From an optimization exercise on the open Yosys and OpenROAD flow, aimed at a short achievable clock period and few clock cycles; shortcuts taken in it are not production practice.
Function was checked by simulation only, so behaviour that the tests miss may differ from the original.
Power and IR drop assume default switching activity.

$ cat config.mk
export PLATFORM = sky130hd
export DESIGN_NAME = minicomp_core
export DESIGN_NICKNAME = minicomp_core
export VERILOG_FILES = /design/flow/design.v
export SDC_FILE = /design/flow/constraint.sdc
export NUM_CORES = 4
export LEC_CHECK = 0
export CAP_MARGIN = 20
export CORE_MARGIN = 2
export CORE_UTILIZATION = 40
export PLACE_DENSITY = 0.6
export SLEW_MARGIN = 20
$ cat constraint.sdc
create_clock -name core_clock -period 5.0 [get_ports {clk}]
set_input_delay 1.0000 -clock core_clock [delete_from_list [all_inputs] [get_ports {clk}]]
set_output_delay 1.0000 -clock core_clock [all_outputs]
set_load 0.01 [all_outputs]
$ cat design.v
module minicomp_alu (
    input  wire [2:0] op,
    input  wire [7:0] a,
    input  wire [7:0] b,
    input  wire       cin,
    output reg  [7:0] c,
    output wire [3:0] f         
);
    localparam OP_ADD = 3'd0, OP_SHL = 3'd1, OP_SHR = 3'd2, OP_NOT = 3'd3,
               OP_AND = 3'd4, OP_OR  = 3'd5, OP_XOR = 3'd6, OP_CMP = 3'd7;
    reg carry;
    reg [8:0] sum;
    always @(*) begin
        sum   = {1'b0, a} + {1'b0, b} + {8'd0, cin};
        c     = 8'd0;
        carry = 1'b0;
        case (op)
            OP_ADD: begin c = sum[7:0];         carry = sum[8]; end
            OP_SHL: begin c = {a[6:0], cin};    carry = a[7];   end
            OP_SHR: begin c = {cin, a[7:1]};    carry = a[0];   end
            OP_NOT: c = ~a;
            OP_AND: c = a & b;
            OP_OR:  c = a | b;
            OP_XOR: c = a ^ b;
            default: c = 8'd0;                    
        endcase
    end
    wire zero    = (op != OP_CMP) && (c == 8'd0);
    wire equal   = (a == b);
    wire alarger = (a > b);
    assign f = {carry, alarger, equal, zero};
endmodule
module minicomp_core (
    input  wire       clk,
    input  wire       rst,           
    output wire [7:0] mem_addr,
    input  wire [7:0] mem_rdata,
    output wire       mem_we,
    output wire [7:0] mem_wdata,
    output wire [7:0] io_port,       
    output wire       io_rd,         
    input  wire [7:0] io_rdata,
    input  wire       io_present,    
    output wire       io_wr,         
    output wire [7:0] io_wdata
);
    localparam C_LD = 4'd0, C_ST = 4'd1, C_DATA = 4'd2, C_JMPR = 4'd3,
               C_JMP = 4'd4, C_JXXX = 4'd5, C_CLF = 4'd6, C_IO = 4'd7;
    localparam IO_IND = 2'd0, IO_INA = 2'd1, IO_OUTD = 2'd2, IO_OUTA = 2'd3;
    localparam OP_ADD = 3'd0, OP_CMP = 3'd7;
    reg [7:0] x [0:3];
    reg [7:0] pc, ir, mar, acc, tmp, ioaddr;
    reg [3:0] flags;
    reg [2:0] pos;
    wire [3:0] cls    = ir[7:4];
    wire [1:0] ra     = ir[3:2];
    wire [1:0] rb     = ir[1:0];
    wire       is_alu = ir[7];
    wire [2:0] alu_op = ir[6:4];
    wire [7:0] xa     = x[ra];
    wire [7:0] xb     = x[rb];
    wire       taken  = (flags & ir[3:0]) != 4'd0;
    reg  [2:0] u_op;
    reg  [7:0] u_a, u_b;
    reg        u_cin;
    wire [7:0] u_c;
    wire [3:0] u_f;
    always @(*) begin
        u_op  = OP_ADD;
        u_a   = pc;
        u_b   = 8'd1;
        u_cin = 1'b0;
        if (pos == 3'd3 && !is_alu && cls == C_CLF) begin
            u_a = 8'd0;                          
        end else if (pos == 3'd4 && is_alu) begin
            u_op  = alu_op;
            u_a   = xa;
            u_b   = tmp;
            u_cin = flags[3];
        end
    end
    minicomp_alu alu (
        .op(u_op), .a(u_a), .b(u_b), .cin(u_cin), .c(u_c), .f(u_f)
    );
    assign mem_addr  = mar;
    assign mem_wdata = xb;
    assign mem_we    = (pos == 3'd4) && !is_alu && (cls == C_ST);
    assign io_port   = ioaddr;
    assign io_wdata  = xb;
    assign io_rd     = (pos == 3'd3) && !is_alu && (cls == C_IO) && (ra == IO_IND);
    assign io_wr     = (pos == 3'd3) && !is_alu && (cls == C_IO) && (ra == IO_OUTD);
    integer i;
    always @(posedge clk) begin
        if (rst) begin
            for (i = 0; i < 4; i = i + 1) x[i] <= 8'd0;
            pc     <= 8'd0;
            ir     <= 8'd0;
            mar    <= 8'd0;
            acc    <= 8'd0;
            tmp    <= 8'd0;
            ioaddr <= 8'd0;
            flags  <= 4'd0;
            pos    <= 3'd0;
        end else begin
            pos <= (pos == 3'd6) ? 3'd0 : pos + 3'd1;
            case (pos)
                3'd0: begin
                    mar <= pc;
                    acc <= u_c;                  
                end
                3'd1: ir <= mem_rdata;
                3'd2: pc <= acc;
                3'd3: begin
                    if (is_alu) begin
                        tmp <= xb;
                    end else begin
                        case (cls)
                            C_LD, C_ST: mar <= xa;
                            C_DATA, C_JXXX: begin
                                mar <= pc;
                                acc <= u_c;      
                            end
                            C_JMPR: pc <= xb;
                            C_JMP:  mar <= pc;
                            C_CLF:  flags <= u_f;
                            C_IO: begin
                                case (ra)
                                    IO_IND:  if (io_present) x[rb] <= io_rdata;
                                    IO_INA:  x[rb] <= ioaddr;
                                    IO_OUTD: ;   
                                    IO_OUTA: ioaddr <= xb;
                                endcase
                            end
                            default: ;
                        endcase
                    end
                end
                3'd4: begin
                    if (is_alu) begin
                        acc   <= u_c;
                        flags <= u_f;
                    end else begin
                        case (cls)
                            C_LD, C_DATA: x[rb] <= mem_rdata;
                            C_JMP:        pc <= mem_rdata;
                            C_JXXX:       pc <= acc;
                            default: ;   
                        endcase
                    end
                end
                3'd5: begin
                    if (is_alu) begin
                        if (alu_op != OP_CMP) x[rb] <= acc;
                    end else begin
                        case (cls)
                            C_DATA: pc <= acc;
                            C_JXXX: if (taken) pc <= mem_rdata;
                            default: ;
                        endcase
                    end
                end
                default: ;                       
            endcase
        end
    end
endmodule
$ cat run.sh
#!/bin/bash
# synth_recipe.tcl (not shown) runs the flow's synth.tcl, then flattens the netlist and writes it again
# the make line also repeats each setting of config.mk as NAME=value (left out here)
make -C /OpenROAD-flow-scripts/flow DESIGN_CONFIG=/design/flow/config.mk WORK_HOME=/design/flow/orfs CLKGATE_MAP_FILE= SYNTH_SCRIPT=/design/flow/synth_recipe.tcl finish
==> flow_metrics.env <==
export IMPL_status="finished clean"
export IMPL_critPathTopFamily="adder cells"
export IMPL_tightest_slew_ns=0.992
export IMPL_syn_nets=695
export IMPL_dp_hpwl_um=13100
export IMPL_async_flop_share_pct=0
export IMPL_cpPeakStageDelay_ns=0.47
export IMPL_path_max_fanout=19
export IMPL_slowest_stage="fa_1"
export IMPL_finalWorstPathRequiredPeriod_ns=4.11
export IMPL_drive_above_1_share_pct=7.96
export IMPL_vias=5000
export IMPL_antennaDiodeCount=0
export IMPL_detail_route_wl_per_cell_um=20.2
export IMPL_grt_pass1_wl_um=27200
export IMPL_antenna_left=0
export IMPL_netlist_area_sq_um=5790
export IMPL_cap_viol_max_count=0
export IMPL_ys_types=65
export IMPL_relSlewSlack_pct=33.7
export IMPL_clkSinkCount=91
export IMPL_critPathKind="register to register"
export IMPL_post_route_drc_count=0
export IMPL_area_growth_pct=16.7
export IMPL_post_cts_setup_buffer_count=0
export IMPL_die_area_sq_um=15400
export IMPL_grt_usage_pct=22.3
export IMPL_worstPathCellList="inv_1 > ha_1 > nand3_2 > nand2_1 > o21a_1 > inv_1 > fa_1 > fa_1 > and3b_1 > a311oi_2 > xor2_1 > a211oi_1 > and4_1 > a31o_1"
export IMPL_port_buffers=53
export IMPL_total_power_uw=2150
export IMPL_p_leak_uw=0.00267
export IMPL_num_rows=43
export IMPL_setup_violations=0
export IMPL_start_util_pct=41.4
export IMPL_rsz0062_at_grt="no"
export IMPL_cts_tree="done"
export IMPL_synth_top_flop_cell="dfxtp_1"
export IMPL_postSynthAreaPerCell_sq_um=8.95
export IMPL_critPathArrivalTime_ns=4.40
export IMPL_drt_vias_per_instance=5.83
export IMPL_max_freq_mhz=243
export IMPL_cp_buffers_inverters=2
export IMPL_drtIter0Drc=457
export IMPL_power_density_nw_per_um2=318
export IMPL_routed_wl_um=17400
export IMPL_numCtsBuffers=9
export IMPL_dp_slack_ns=0.942
export IMPL_grt_max_degree=53
export IMPL_holdBufCountCts=0
export IMPL_clock_latency_ns=0.34
export IMPL_ios=54
export IMPL_overflow=0
export IMPL_mostFrequentLayoutCell="nor2_1"
export IMPL_crit_required_ns=5.28
export IMPL_start_kind="register"
export IMPL_clock_path_buffers=2
export IMPL_seq_area_frac_synth_pct=37.0
export IMPL_finalHoldViolations=0
export IMPL_path_clk_slew_ns=0.07
export IMPL_setup_ws_ns=0.886
export IMPL_h_tree_depth=3
export IMPL_synth_edf_count=32
export IMPL_fillers=1378
export IMPL_fin_nets=721
export IMPL_cts_resized=0
export IMPL_tns_ns=0
export IMPL_die_w_um=124
export IMPL_holdCritPathClass="register to register"
export IMPL_grt_pass1_vias=4832
export IMPL_drt_pass1_iterations=5
export IMPL_fin_skew_ns=0.00870
export IMPL_core_sq_um=14000
export IMPL_gp_congestion=0.896
export IMPL_final_cell_mix="nor2_1, nand2_1, dfxtp_1, clkdlybuf4s50_1, a21oi_1"
export IMPL_antenna_found_initial=0
export IMPL_ir_worst_vdd_mv=0.223
export IMPL_fp_dieH_um=124
export IMPL_synth_seq_cells=91
export IMPL_cts_root_buf="clkbuf_16"
export IMPL_fin_crit_sh_pct=82.3
export IMPL_yosys_warnings=2
export IMPL_netlist_instances=647
export IMPL_cp_end_kind="register"
export IMPL_slew_viol_final=0
path summary, 6_finish.rpt:
path / startpoint / to / slack [ns] / cells after the start
max reg2reg: pos[0]$_SDFF_PP0_ / flags[0]$_SDFFE_PP0P_ / 0.89 / 14
min reg2reg: tmp[5]$_SDFFE_PP0P_ / tmp[5]$_SDFFE_PP0P_ / 0.46 / 2
min: tmp[5]$_SDFFE_PP0P_ / tmp[5]$_SDFFE_PP0P_ / 0.46 / 2
max: pos[0]$_SDFF_PP0_ / flags[0]$_SDFFE_PP0P_ / 0.89 / 14
worst register-to-register path: stages (launching register included):
cell and delay [ns]:
dfxtp_1 0.34, inv_1 0.09, ha_1 0.36, nand3_2 0.39
nand2_1 0.20, o21a_1 0.20, inv_1 0.10, fa_1 0.47
fa_1 0.46, and3b_1 0.21, a311oi_2 0.30, xor2_1 0.11
a211oi_1 0.44, and4_1 0.25, a31o_1 0.14
registers in the layout, summed over array words and instances (netlist names), named ones only:
name    count
pc          8
x          32
acc         8
pos         3
flags       4
ioaddr      8
ir          8
mar         8
tmp         8
per-stage QoR:
step	std cells	utilization [%]	hold WS, ns	cell area [sq um]
6_report	858	48.3	0.463	6760
5_1_grt	858	48.3	0.485	6760
4_1_cts	857	48.2	0.468	6750
3_5_place_dp	841	45.7	0.458	6400
3_3_place_gp	841	45.7	0.449	6400
2_1_floorplan	647	-	0.431	5790
final cells by class:
| type | count | area [sq um] | share of cell area [%] |
|---|---|---|---|
| Multi-Input combinational cell | 476 | 3310 | 48.9 |
| Sequential cell | 91 | 2140 | 31.7 |
| Clock buffer | 12 | 269 | 3.98 |
| Timing Repair Buffer | 67 | 631 | 9.33 |
| Inverter | 28 | 105 | 1.56 |
| Clock inverter | 4 | 77.6 | 1.15 |
| Tap cell | 180 | 225 | 3.33 |
power breakdown:
group          internal (uW)  switching [uW]
logic                    216             288
clock network            488             289
registers                819            49.9
synthesized netlist by cell type, types with 4 or more instances:
master / count / area share (%)
nand2_1: 69 / 4.5
mux4_1: 6 / 2.7
dfxtp_1: 59 / 20
edfxtp_1: 32 / 17
and2_1: 4 / 0.43
nor2b_1: 7 / 0.76
o21ai_0: 20 / 1.7
nand3_1: 10 / 0.86
nor4_1: 4 / 0.43
nor3_1: 9 / 0.78
a21oi_1: 41 / 3.5
a211oi_1: 31 / 4.0
a222oi_1: 8 / 1.4
inv_1: 28 / 1.8
o211ai_1: 4 / 0.52
nor2_1: 104 / 6.7
buf_4: 8 / 1.0
and3b_1: 4 / 0.61
clkbuf_1: 31 / 2.0
ha_1: 27 / 5.8
mux2i_1: 39 / 6.7
buf_2: 9 / 0.78
mux4_2: 10 / 3.9
a21o_1: 4 / 0.52
nand2b_1: 12 / 1.3
layer usage:
layer  wire [um]  global-route usage (%)
met1        7820                    30.4
met2        8210                    37.1
met3         779                    2.28
met4         563                    7.60
met5           0                       0
kinds of logic after synthesis:
kind of cell,Yosys count,synth area share (%)
simple gates,243,19.1
mux,58,13.9
fa+ha+maj,29,6.53
xor+xnor,3,0.454
flops,91,37.0
buf+inv,80,6.03
compound gates,143,17.0
Testbench counts, summed over its fixed seeds: cycles 458,083.

static timing again, ports no longer ideal:
In the flow no input, the clock included, has a driving cell. The finished layout below was timed again as built, in two steps. Step 1 assumes that a clkbuf_16 drives the clock port and a buf_2 every other input. Step 2 adds t to the input delays and takes it off the output delays; t is the mean of the earliest and latest rising clock arrival at the registers after step 1. Input paths then give back, and output paths get back, about the clock's delay inside the block. Slacks: ideal / step 1 / step 2; pairs: ideal / step 1.
t, ns: 0.372
setup slack, ns: 0.886 / 0.886 / 0.886
clock arrival spread, ns: 0.009 / 0.008
slew at the worst register clock pin (ns): 0.07 / 0.07
pins driven straight from the clock port: 1
After both steps this run still meets setup and hold. For this run, drivers alone change the setup slack by 0.000 ns; drivers and shift together by 0.000 ns.
